This design comes from an exercise in tuning for small area, a short achievable clock period and few clock cycles on the open sky130 flow, not from production work. RTL that was checked went through simulation tests only; none was proved equivalent to the original. The flow treats the clock pin as an ideal source, which a real chip does not have. Power and IR drop assume default switching activity.

==> module blabel2_rd, before the edit <==
module blabel2_rd (
    input  wire [7:0]  addr,
    input  wire [5:0]  cfg,
    input  wire [15:0] width,
    input  wire [15:0] height,
    input  wire [5:0]  status,
    input  wire        err,
    input  wire [15:0] info_h,
    input  wire [3:0]  info_t,
    output wire [31:0] rdata
);
    genvar g;
    wire [1:0] n76, n51;
    wire n04, w10, x42, x42e, z3;
    generate
        for (g = 0; g < 2; g = g + 1) begin : g_n
            blabel2_g_nor2 u_n76 (.a(addr[7]), .b(addr[6]), .y(n76[g]));    
            blabel2_g_nor2 u_n51 (.a(addr[5]), .b(addr[1]), .y(n51[g]));    
        end
    endgenerate
    blabel2_g_nor2  u_n04  (.a(addr[0]), .b(addr[4]), .y(n04));             
    blabel2_g_nor2b u_w10  (.a(addr[0]), .bn(addr[4]), .y(w10));            
    blabel2_g_nor2b u_x42  (.a(addr[3]), .bn(addr[2]), .y(x42));            
    blabel2_g_and3b u_x42e (.an(addr[3]), .b(addr[2]), .c(err), .y(x42e));  
    blabel2_g_inv   u_z3   (.a(addr[3]), .y(z3));                           
    wire [15:0] mwh;     
    wire [5:0]  mse;     
    wire [3:0]  it_e;    
    generate
        for (g = 0; g < 16; g = g + 1) begin : g_mwh
            blabel2_g_mux2i u_m (.s(addr[2]), .a0(width[g]), .a1(height[g]), .y(mwh[g]));
        end
        for (g = 0; g < 4; g = g + 1) begin : g_ite
            blabel2_g_and2 u_e (.a(err), .b(info_t[g]), .y(it_e[g]));
        end
        for (g = 0; g < 3; g = g + 1) begin : g_mse
            blabel2_g_mux2i u_m (.s(addr[2]), .a0(status[g]), .a1(it_e[g]), .y(mse[g]));
        end
    endgenerate
    blabel2_g_nand2  u_mse3 (.a(addr[2]), .b(it_e[3]), .y(mse[3]));         
    blabel2_g_nand2b u_mse4 (.an(addr[2]), .b(status[4]), .y(mse[4]));      
    blabel2_g_nand2b u_mse5 (.an(addr[2]), .b(status[5]), .y(mse[5]));
    wire [3:0] swh_n, sei_n;
    wire [1:0] s04_n, sse_n;
    generate
        for (g = 0; g < 4; g = g + 1) begin : g_s4
            blabel2_g_nand4 u_swh (.a(n76[g / 2]), .b(n51[g / 2]), .c(n04), .d(addr[3]), .y(swh_n[g]));  
            blabel2_g_nand4 u_sei (.a(n76[g / 2]), .b(n51[g / 2]), .c(w10), .d(x42e), .y(sei_n[g]));     
        end
        for (g = 0; g < 2; g = g + 1) begin : g_s2
            blabel2_g_nand4 u_s04 (.a(n76[g]), .b(n51[g]), .c(n04), .d(x42), .y(s04_n[g]));   
            blabel2_g_nand4 u_sse (.a(n76[g]), .b(n51[g]), .c(w10), .d(z3), .y(sse_n[g]));    
        end
    endgenerate
    generate
        for (g = 0; g < 6; g = g + 1) begin : g_lo6
            wire ncfg, ws;
            blabel2_g_inv   u_c (.a(cfg[g]), .y(ncfg));
            blabel2_g_o22a  u_x (.a1(swh_n[g / 4]), .a2(mwh[g]), .b1(sse_n[g / 3]), .b2(mse[g]), .x(ws));
            blabel2_g_o21ai u_o (.a1(s04_n[g / 3]), .a2(ncfg), .b1(ws), .y(rdata[g]));
        end
        for (g = 6; g < 16; g = g + 1) begin : g_wh
            blabel2_g_nor2 u_o (.a(swh_n[g / 4]), .b(mwh[g]), .y(rdata[g]));
        end
        for (g = 16; g < 32; g = g + 1) begin : g_ei
            blabel2_g_nor2b u_o (.a(sei_n[(g - 16) / 4]), .bn(info_h[g - 16]), .y(rdata[g]));
        end
    endgenerate
endmodule
==> module blabel2_g_o22a, before the edit <==
module blabel2_g_o22a (input wire a1, a2, b1, b2, output wire x);
    assign x = (a1 | a2) & (b1 | b2);
endmodule
==> module blabel2_g_o21ai, before the edit <==
module blabel2_g_o21ai (input wire a1, a2, b1, output wire y);
    assign y = ~((a1 | a2) & b1);
endmodule
==> flow/config.mk <==
export PLATFORM = sky130hd
export DESIGN_NAME = blabel2_enc
export DESIGN_NICKNAME = blabel2_enc
export VERILOG_FILES = /design/flow/design.v
export SDC_FILE = /design/flow/constraint.sdc
export NUM_CORES = 4
export LEC_CHECK = 0
export CAP_MARGIN = 20
export CORE_MARGIN = 2
export CORE_UTILIZATION = 40
export SETUP_SLACK_MARGIN = 5.0
export SLEW_MARGIN = 20
==> flow/constraint.sdc <==
create_clock -name core_clock -period 10.0 [get_ports {clk}]
set_input_delay 2.0000 -clock core_clock [delete_from_list [all_inputs] [get_ports {clk}]]
set_output_delay 2.0000 -clock core_clock [all_outputs]
set_load 0.01 [all_outputs]
standard.sh (not shown) runs the stock make flow with config.mk's settings and CLKGATE_MAP_FILE= SYNTH_SCRIPT=/design/flow/synth_recipe.tcl, a recipe that flattens the netlist after the stock synthesis.
==> flow/flow/run.sh <==
#!/bin/bash
# Own layout flow: the standard ORFS flow (standard.sh) with
#  - synthesis through flow/synth.tcl (per-module ABC scripts, hierarchy kept
#    through ABC and flattened after, as synth_recipe.tcl does),
#  - port buffers of a given cell (BUFFER_PORTS_ARGS) instead of the default,
#  - clock tree options (CTS_ARGS) in place of ORFS's, and a post-CTS step
#    (flow/post_cts.tcl, if present) that upsizes clock buffers with slow edges.
# The make output goes to flow_make.log; ORFS keeps each step's log under orfs/logs.
set -euo pipefail
here=$(pwd)
export OWN_ABC_SCRIPT=$here/flow/abc_area.script

export OWN_CLK_SLEW_LIMIT_PS=90
bash standard.sh SYNTH_SCRIPT=$here/flow/synth.tcl SYNTH_HIERARCHICAL=1 \
  "BUFFER_PORTS_ARGS=-buffer_cell sky130_fd_sc_hd__buf_1" \
  "CTS_ARGS=-sink_clustering_enable -repair_clock_nets -buf_list sky130_fd_sc_hd__clkbuf_4 -dont_use_dummy_load"  "POST_CTS_TCL=$here/flow/post_cts.tcl" \
  finish > $here/flow_make.log 2>&1
==> flow/flow/abc_area.script <==
strash
ifraig
scorr
dc2
strash
dch -f
amap
topo
==> flow/flow/post_cts.tcl <==
# After CTS: upsize any clock buffer whose output slew (placement parasitics)
# exceeds a limit, so every flip-flop clock pin keeps a fast edge, then
# legalize the placement again.
estimate_parasitics -placement
set limit [expr {$::env(OWN_CLK_SLEW_LIMIT_PS) * 1e-3}]
set resized 0
foreach inst [get_cells -filter "ref_name == sky130_fd_sc_hd__clkbuf_4"] {
  set out [get_pins -of_objects $inst -filter "direction == output"]
  if {[get_property $out slew_max] > $limit} {
    replace_cell $inst [get_lib_cells sky130_fd_sc_hd__clkbuf_8]
    incr resized
  }
}
puts "own post-CTS hook: upsized $resized clock buffers"
if {$resized > 0} {
  detailed_placement
  estimate_parasitics -placement
}
==> flow/flow/synth.tcl <==
# The standard flow's synthesis (synth_recipe.tcl) with one change: ABC maps every module
# with the area-oriented script OWN_ABC_SCRIPT instead of ORFS's speed script
# (the register read port is written as one-gate modules, each mapped on its
# own). Registers are mapped before ABC runs, so they are the same as the standard flow's.
proc synth {args} { yosys synth -nofsm -noshare {*}$args }
proc abc {args} {
  set i [lsearch -exact $args -script]
  set args [lreplace $args [expr {$i+1}] [expr {$i+1}] $::env(OWN_ABC_SCRIPT)]
  yosys abc {*}$args
}
source $::env(SCRIPTS_DIR)/synth.tcl
# left out here: clear keep_hierarchy, flatten, clean up, hide names made inside functions, write 1_2_yosys.v
Change:
--- a/flow/design.v
+++ b/flow/design.v
@@ -238,17 +238,11 @@
     output wire [31:0] rdata
 );
     genvar g;
-    wire [1:0] n76, n51;
-    wire n04, w10, x42, x42e, z3;
-    generate
-        for (g = 0; g < 2; g = g + 1) begin : g_n
-            blabel2_g_nor2 u_n76 (.a(addr[7]), .b(addr[6]), .y(n76[g]));    
-            blabel2_g_nor2 u_n51 (.a(addr[5]), .b(addr[1]), .y(n51[g]));    
-        end
-    endgenerate
+    wire n76, n51, n04, w10, x42e, z3;
+    blabel2_g_nor2  u_n76  (.a(addr[7]), .b(addr[6]), .y(n76));             
+    blabel2_g_nor2  u_n51  (.a(addr[5]), .b(addr[1]), .y(n51));             
     blabel2_g_nor2  u_n04  (.a(addr[0]), .b(addr[4]), .y(n04));             
     blabel2_g_nor2b u_w10  (.a(addr[0]), .bn(addr[4]), .y(w10));            
-    blabel2_g_nor2b u_x42  (.a(addr[3]), .bn(addr[2]), .y(x42));            
     blabel2_g_and3b u_x42e (.an(addr[3]), .b(addr[2]), .c(err), .y(x42e));  
     blabel2_g_inv   u_z3   (.a(addr[3]), .y(z3));                           
     wire [15:0] mwh;     
@@ -268,30 +262,26 @@
     blabel2_g_nand2  u_mse3 (.a(addr[2]), .b(it_e[3]), .y(mse[3]));         
     blabel2_g_nand2b u_mse4 (.an(addr[2]), .b(status[4]), .y(mse[4]));      
     blabel2_g_nand2b u_mse5 (.an(addr[2]), .b(status[5]), .y(mse[5]));
-    wire [3:0] swh_n, sei_n;
-    wire [1:0] s04_n, sse_n;
-    generate
-        for (g = 0; g < 4; g = g + 1) begin : g_s4
-            blabel2_g_nand4 u_swh (.a(n76[g / 2]), .b(n51[g / 2]), .c(n04), .d(addr[3]), .y(swh_n[g]));  
-            blabel2_g_nand4 u_sei (.a(n76[g / 2]), .b(n51[g / 2]), .c(w10), .d(x42e), .y(sei_n[g]));     
-        end
-        for (g = 0; g < 2; g = g + 1) begin : g_s2
-            blabel2_g_nand4 u_s04 (.a(n76[g]), .b(n51[g]), .c(n04), .d(x42), .y(s04_n[g]));   
-            blabel2_g_nand4 u_sse (.a(n76[g]), .b(n51[g]), .c(w10), .d(z3), .y(sse_n[g]));    
-        end
-    endgenerate
+    wire [1:0] swh_n, sei_n;
+    wire       slo_n, sse_n;
+    blabel2_g_nand4 u_swh0 (.a(n76), .b(n51), .c(n04), .d(addr[3]), .y(swh_n[0]));  
+    blabel2_g_nand4 u_swh1 (.a(n76), .b(n51), .c(n04), .d(addr[3]), .y(swh_n[1]));
+    blabel2_g_nand3 u_slo  (.a(n76), .b(n51), .c(n04), .y(slo_n));                   
+    blabel2_g_nand4 u_sse  (.a(n76), .b(n51), .c(w10), .d(z3), .y(sse_n));           
+    blabel2_g_nand4 u_sei0 (.a(n76), .b(n51), .c(w10), .d(x42e), .y(sei_n[0]));      
+    blabel2_g_nand4 u_sei1 (.a(n76), .b(n51), .c(w10), .d(x42e), .y(sei_n[1]));
     generate
         for (g = 0; g < 6; g = g + 1) begin : g_lo6
-            wire ncfg, ws;
-            blabel2_g_inv   u_c (.a(cfg[g]), .y(ncfg));
-            blabel2_g_o22a  u_x (.a1(swh_n[g / 4]), .a2(mwh[g]), .b1(sse_n[g / 3]), .b2(mse[g]), .x(ws));
-            blabel2_g_o21ai u_o (.a1(s04_n[g / 3]), .a2(ncfg), .b1(ws), .y(rdata[g]));
+            wire mc, mm_n;
+            blabel2_g_nand2 u_c (.a(addr[2]), .b(cfg[g]), .y(mc));
+            blabel2_g_mux2  u_m (.s(addr[3]), .a0(mc), .a1(mwh[g]), .x(mm_n));
+            blabel2_g_o22ai u_o (.a1(slo_n), .a2(mm_n), .b1(sse_n), .b2(mse[g]), .y(rdata[g]));
         end
         for (g = 6; g < 16; g = g + 1) begin : g_wh
-            blabel2_g_nor2 u_o (.a(swh_n[g / 4]), .b(mwh[g]), .y(rdata[g]));
+            blabel2_g_nor2 u_o (.a(swh_n[g / 8]), .b(mwh[g]), .y(rdata[g]));
         end
         for (g = 16; g < 32; g = g + 1) begin : g_ei
-            blabel2_g_nor2b u_o (.a(sei_n[(g - 16) / 4]), .bn(info_h[g - 16]), .y(rdata[g]));
+            blabel2_g_nor2b u_o (.a(sei_n[g / 24]), .bn(info_h[g - 16]), .y(rdata[g]));
         end
     endgenerate
 endmodule
@@ -322,9 +312,12 @@
 module blabel2_g_mux2i (input wire s, a0, a1, output wire y);
     assign y = ~(s ? a1 : a0);
 endmodule
-module blabel2_g_o22a (input wire a1, a2, b1, b2, output wire x);
-    assign x = (a1 | a2) & (b1 | b2);
+module blabel2_g_nand3 (input wire a, b, c, output wire y);
+    assign y = ~(a & b & c);
+endmodule
+module blabel2_g_mux2 (input wire s, a0, a1, output wire x);
+    assign x = s ? a1 : a0;
 endmodule
-module blabel2_g_o21ai (input wire a1, a2, b1, output wire y);
-    assign y = ~((a1 | a2) & b1);
+module blabel2_g_o22ai (input wire a1, a2, b1, b2, output wire y);
+    assign y = ~((a1 | a2) & (b1 | b2));
 endmodule
What happened:
- The changed run finished clean
- flip-flop and latch count is unchanged
- power goes down by a few percent
- routed wire length decreases by a few percent
- register-to-register slack loses 40 ps
- clock power decreases by a few percent
- setup slack gets better by 27 ps
- via count falls slightly
- hold slack is about the same
- global-route usage went down by 0.62 points
- clock-buffer cell count stays the same
- critical path depth does not change
- cell area decreases by a few percent
Testbench counts after the change, summed over its fixed seeds: cycles 240,949.
For the first run of this note, only the layout was checked, not whether the RTL still works.

========
## the baseline
blabel2_enc, a different RTL version from the one above (not shown whole).
Size in the first run: ~5900 um2 of cells after synthesis.
==> module blabel2_rd, before the edit <==
module blabel2_rd (
    input  wire [7:0]  addr,
    input  wire [5:0]  cfg,
    input  wire [15:0] width,
    input  wire [15:0] height,
    input  wire [5:0]  status,
    input  wire        err,
    input  wire [15:0] info_h,
    input  wire [3:0]  info_t,
    output wire [31:0] rdata
);
    genvar g;
    wire n76, n51, n04, w10, x42, x42e, z3;
    blabel2_g_nor2  u_n76  (.a(addr[7]), .b(addr[6]), .y(n76));             
    blabel2_g_nor2  u_n51  (.a(addr[5]), .b(addr[1]), .y(n51));             
    blabel2_g_nor2  u_n04  (.a(addr[0]), .b(addr[4]), .y(n04));             
    blabel2_g_nor2b u_w10  (.a(addr[0]), .bn(addr[4]), .y(w10));            
    blabel2_g_nor2b u_x42  (.a(addr[3]), .bn(addr[2]), .y(x42));            
    blabel2_g_and3b u_x42e (.an(addr[3]), .b(addr[2]), .c(err), .y(x42e));  
    blabel2_g_inv   u_z3   (.a(addr[3]), .y(z3));                           
    wire [15:0] mwh;     
    wire [5:0]  mse;     
    wire [3:0]  it_e;    
    generate
        for (g = 0; g < 16; g = g + 1) begin : g_mwh
            blabel2_g_mux2i u_m (.s(addr[2]), .a0(width[g]), .a1(height[g]), .y(mwh[g]));
        end
        for (g = 0; g < 4; g = g + 1) begin : g_ite
            blabel2_g_and2 u_e (.a(err), .b(info_t[g]), .y(it_e[g]));
        end
        for (g = 0; g < 3; g = g + 1) begin : g_mse
            blabel2_g_mux2i u_m (.s(addr[2]), .a0(status[g]), .a1(it_e[g]), .y(mse[g]));
        end
    endgenerate
    blabel2_g_nand2  u_mse3 (.a(addr[2]), .b(it_e[3]), .y(mse[3]));         
    blabel2_g_nand2b u_mse4 (.an(addr[2]), .b(status[4]), .y(mse[4]));      
    blabel2_g_nand2b u_mse5 (.an(addr[2]), .b(status[5]), .y(mse[5]));
    wire [1:0] swh_n, sei_n;
    wire       s04_n, sse_n;
    blabel2_g_nand4 u_swh0 (.a(n76), .b(n51), .c(n04), .d(addr[3]), .y(swh_n[0]));  
    blabel2_g_nand4 u_swh1 (.a(n76), .b(n51), .c(n04), .d(addr[3]), .y(swh_n[1]));
    blabel2_g_nand4 u_s04  (.a(n76), .b(n51), .c(n04), .d(x42), .y(s04_n));         
    blabel2_g_nand4 u_sse  (.a(n76), .b(n51), .c(w10), .d(z3), .y(sse_n));           
    blabel2_g_nand4 u_sei0 (.a(n76), .b(n51), .c(w10), .d(x42e), .y(sei_n[0]));      
    blabel2_g_nand4 u_sei1 (.a(n76), .b(n51), .c(w10), .d(x42e), .y(sei_n[1]));
    generate
        for (g = 0; g < 6; g = g + 1) begin : g_lo6
            wire ncfg, ws;
            blabel2_g_inv   u_c (.a(cfg[g]), .y(ncfg));
            blabel2_g_o22a  u_x (.a1(swh_n[0]), .a2(mwh[g]), .b1(sse_n), .b2(mse[g]), .x(ws));
            blabel2_g_o21ai u_o (.a1(s04_n), .a2(ncfg), .b1(ws), .y(rdata[g]));
        end
        for (g = 6; g < 16; g = g + 1) begin : g_wh
            blabel2_g_nor2 u_o (.a(swh_n[g / 8]), .b(mwh[g]), .y(rdata[g]));
        end
        for (g = 16; g < 32; g = g + 1) begin : g_ei
            blabel2_g_nor2b u_o (.a(sei_n[g / 24]), .bn(info_h[g - 16]), .y(rdata[g]));
        end
    endgenerate
endmodule
==> flow/config.mk <==
export PLATFORM = sky130hd
export DESIGN_NAME = blabel2_enc
export DESIGN_NICKNAME = blabel2_enc
export VERILOG_FILES = /design/flow/design.v
export SDC_FILE = /design/flow/constraint.sdc
export NUM_CORES = 4
export LEC_CHECK = 0
export CAP_MARGIN = 20
export CORE_MARGIN = 2
export CORE_UTILIZATION = 40
export SETUP_SLACK_MARGIN = 4.9
export SLEW_MARGIN = 20
==> flow/constraint.sdc <==
create_clock -name core_clock -period 10.0 [get_ports {clk}]
set_input_delay 2.0000 -clock core_clock [delete_from_list [all_inputs] [get_ports {clk}]]
set_output_delay 2.0000 -clock core_clock [all_outputs]
set_load 0.01 [all_outputs]
Scripts as last shown in full above: flow/flow/run.sh, flow/flow/abc_area.script, flow/flow/post_cts.tcl, flow/flow/synth.tcl
Testbench counts of the baseline, summed over its fixed seeds: cycles 240,949.
What the candidate does differently from the baseline at the input level:
diff --git a/flow/design.v b/flow/design.v
--- a/flow/design.v
+++ b/flow/design.v
@@ -235,18 +235,17 @@
     input  wire        err,
     input  wire [15:0] info_h,
     input  wire [3:0]  info_t,
     output wire [31:0] rdata
 );
     genvar g;
-    wire n76, n51, n04, w10, x42, x42e, z3;
+    wire n76, n51, n04, w10, x42e, z3;
     blabel2_g_nor2  u_n76  (.a(addr[7]), .b(addr[6]), .y(n76));             
     blabel2_g_nor2  u_n51  (.a(addr[5]), .b(addr[1]), .y(n51));             
     blabel2_g_nor2  u_n04  (.a(addr[0]), .b(addr[4]), .y(n04));             
     blabel2_g_nor2b u_w10  (.a(addr[0]), .bn(addr[4]), .y(w10));            
-    blabel2_g_nor2b u_x42  (.a(addr[3]), .bn(addr[2]), .y(x42));            
     blabel2_g_and3b u_x42e (.an(addr[3]), .b(addr[2]), .c(err), .y(x42e));  
     blabel2_g_inv   u_z3   (.a(addr[3]), .y(z3));                           
     wire [15:0] mwh;     
     wire [5:0]  mse;     
     wire [3:0]  it_e;    
     generate
@@ -261,25 +260,25 @@
         end
     endgenerate
     blabel2_g_nand2  u_mse3 (.a(addr[2]), .b(it_e[3]), .y(mse[3]));         
     blabel2_g_nand2b u_mse4 (.an(addr[2]), .b(status[4]), .y(mse[4]));      
     blabel2_g_nand2b u_mse5 (.an(addr[2]), .b(status[5]), .y(mse[5]));
     wire [1:0] swh_n, sei_n;
-    wire       s04_n, sse_n;
+    wire       slo_n, sse_n;
     blabel2_g_nand4 u_swh0 (.a(n76), .b(n51), .c(n04), .d(addr[3]), .y(swh_n[0]));  
     blabel2_g_nand4 u_swh1 (.a(n76), .b(n51), .c(n04), .d(addr[3]), .y(swh_n[1]));
-    blabel2_g_nand4 u_s04  (.a(n76), .b(n51), .c(n04), .d(x42), .y(s04_n));         
+    blabel2_g_nand3 u_slo  (.a(n76), .b(n51), .c(n04), .y(slo_n));                   
     blabel2_g_nand4 u_sse  (.a(n76), .b(n51), .c(w10), .d(z3), .y(sse_n));           
     blabel2_g_nand4 u_sei0 (.a(n76), .b(n51), .c(w10), .d(x42e), .y(sei_n[0]));      
     blabel2_g_nand4 u_sei1 (.a(n76), .b(n51), .c(w10), .d(x42e), .y(sei_n[1]));
     generate
         for (g = 0; g < 6; g = g + 1) begin : g_lo6
-            wire ncfg, ws;
-            blabel2_g_inv   u_c (.a(cfg[g]), .y(ncfg));
-            blabel2_g_o22a  u_x (.a1(swh_n[0]), .a2(mwh[g]), .b1(sse_n), .b2(mse[g]), .x(ws));
-            blabel2_g_o21ai u_o (.a1(s04_n), .a2(ncfg), .b1(ws), .y(rdata[g]));
+            wire mc, mm_n;
+            blabel2_g_nand2 u_c (.a(addr[2]), .b(cfg[g]), .y(mc));
+            blabel2_g_mux2  u_m (.s(addr[3]), .a0(mc), .a1(mwh[g]), .x(mm_n));
+            blabel2_g_o22ai u_o (.a1(slo_n), .a2(mm_n), .b1(sse_n), .b2(mse[g]), .y(rdata[g]));
         end
         for (g = 6; g < 16; g = g + 1) begin : g_wh
             blabel2_g_nor2 u_o (.a(swh_n[g / 8]), .b(mwh[g]), .y(rdata[g]));
         end
         for (g = 16; g < 32; g = g + 1) begin : g_ei
             blabel2_g_nor2b u_o (.a(sei_n[g / 24]), .bn(info_h[g - 16]), .y(rdata[g]));
@@ -310,12 +309,15 @@
 module blabel2_g_nand4 (input wire a, b, c, d, output wire y);
     assign y = ~(a & b & c & d);
 endmodule
 module blabel2_g_mux2i (input wire s, a0, a1, output wire y);
     assign y = ~(s ? a1 : a0);
 endmodule
-module blabel2_g_o22a (input wire a1, a2, b1, b2, output wire x);
-    assign x = (a1 | a2) & (b1 | b2);
+module blabel2_g_nand3 (input wire a, b, c, output wire y);
+    assign y = ~(a & b & c);
 endmodule
-module blabel2_g_o21ai (input wire a1, a2, b1, output wire y);
-    assign y = ~((a1 | a2) & b1);
+module blabel2_g_mux2 (input wire s, a0, a1, output wire x);
+    assign x = s ? a1 : a0;
+endmodule
+module blabel2_g_o22ai (input wire a1, a2, b1, b2, output wire y);
+    assign y = ~((a1 | a2) & (b1 | b2));
 endmodule
Notes after the runs:
- Re post-route DRC violation count: no difference whatsoever between the candidate and the baseline.
- Initial standard-cell utilization of the core, the baseline and the candidate: lower on the baseline
- On post-synthesis area per instance, the lower figure sits with the candidate, not the baseline.
- The baseline vs the candidate, capturing instance or port of the critical path: reg_rdata[2] vs reg_rdata[22]
- The estimated power of the candidate ends up lower than the estimate for the baseline.
- Relative to the baseline, the multi-input combinational cell count measured on the candidate has increased by a few percent.
- The candidate vs. the baseline: via count now smaller; routed wire length fell about 1.6%.
- Final cell count was lower in the baseline than in the candidate.
- Against the baseline, the candidate comes in 54 ps higher on setup slack of the critical path after layout.
Testbench counts of the candidate, summed over its fixed seeds: cycles 240,949.

## separate check: timing with driven ports
How much do the figures lean on ideal ports? The routed layouts below were timed once more, with nothing changed but the port constraints. Step 1 (the two cells are an assumption about what drives the block):
set clk [get_ports {clk}]
set_driving_cell -lib_cell sky130_fd_sc_hd__clkbuf_16 $clk
set_driving_cell -lib_cell sky130_fd_sc_hd__buf_2 [delete_from_list [all_inputs] $clk]
Step 2 adds t to the input delays and takes it off the output delays; t is the mean of the earliest and latest rising clock arrival at the registers after step 1. Input paths then give back, and output paths get back, about the clock's delay inside the block. Slacks: ideal / step 1 / step 2; pairs: ideal / step 1.
run	shift t [ns]	setup WS [ns]	clock arrival spread, ns	worst register clock-pin slew, ns
the first run of note 1	0.440	5.029 / 4.935 / 4.935	0.025 / 0.025	0.09 / 0.09
the second run of note 1	0.427	5.056 / 4.954 / 4.883	0.024 / 0.023	0.09 / 0.09
the baseline	0.440	4.948 / 4.853 / 4.794	0.028 / 0.028	0.09 / 0.09
the candidate	0.427	5.002 / 4.882 / 4.741	0.024 / 0.024	0.09 / 0.09
After both steps every run listed still meets setup and hold. For the candidate, which loses most, drivers alone change the setup slack by -0.120 ns; drivers and shift together by -0.261 ns.
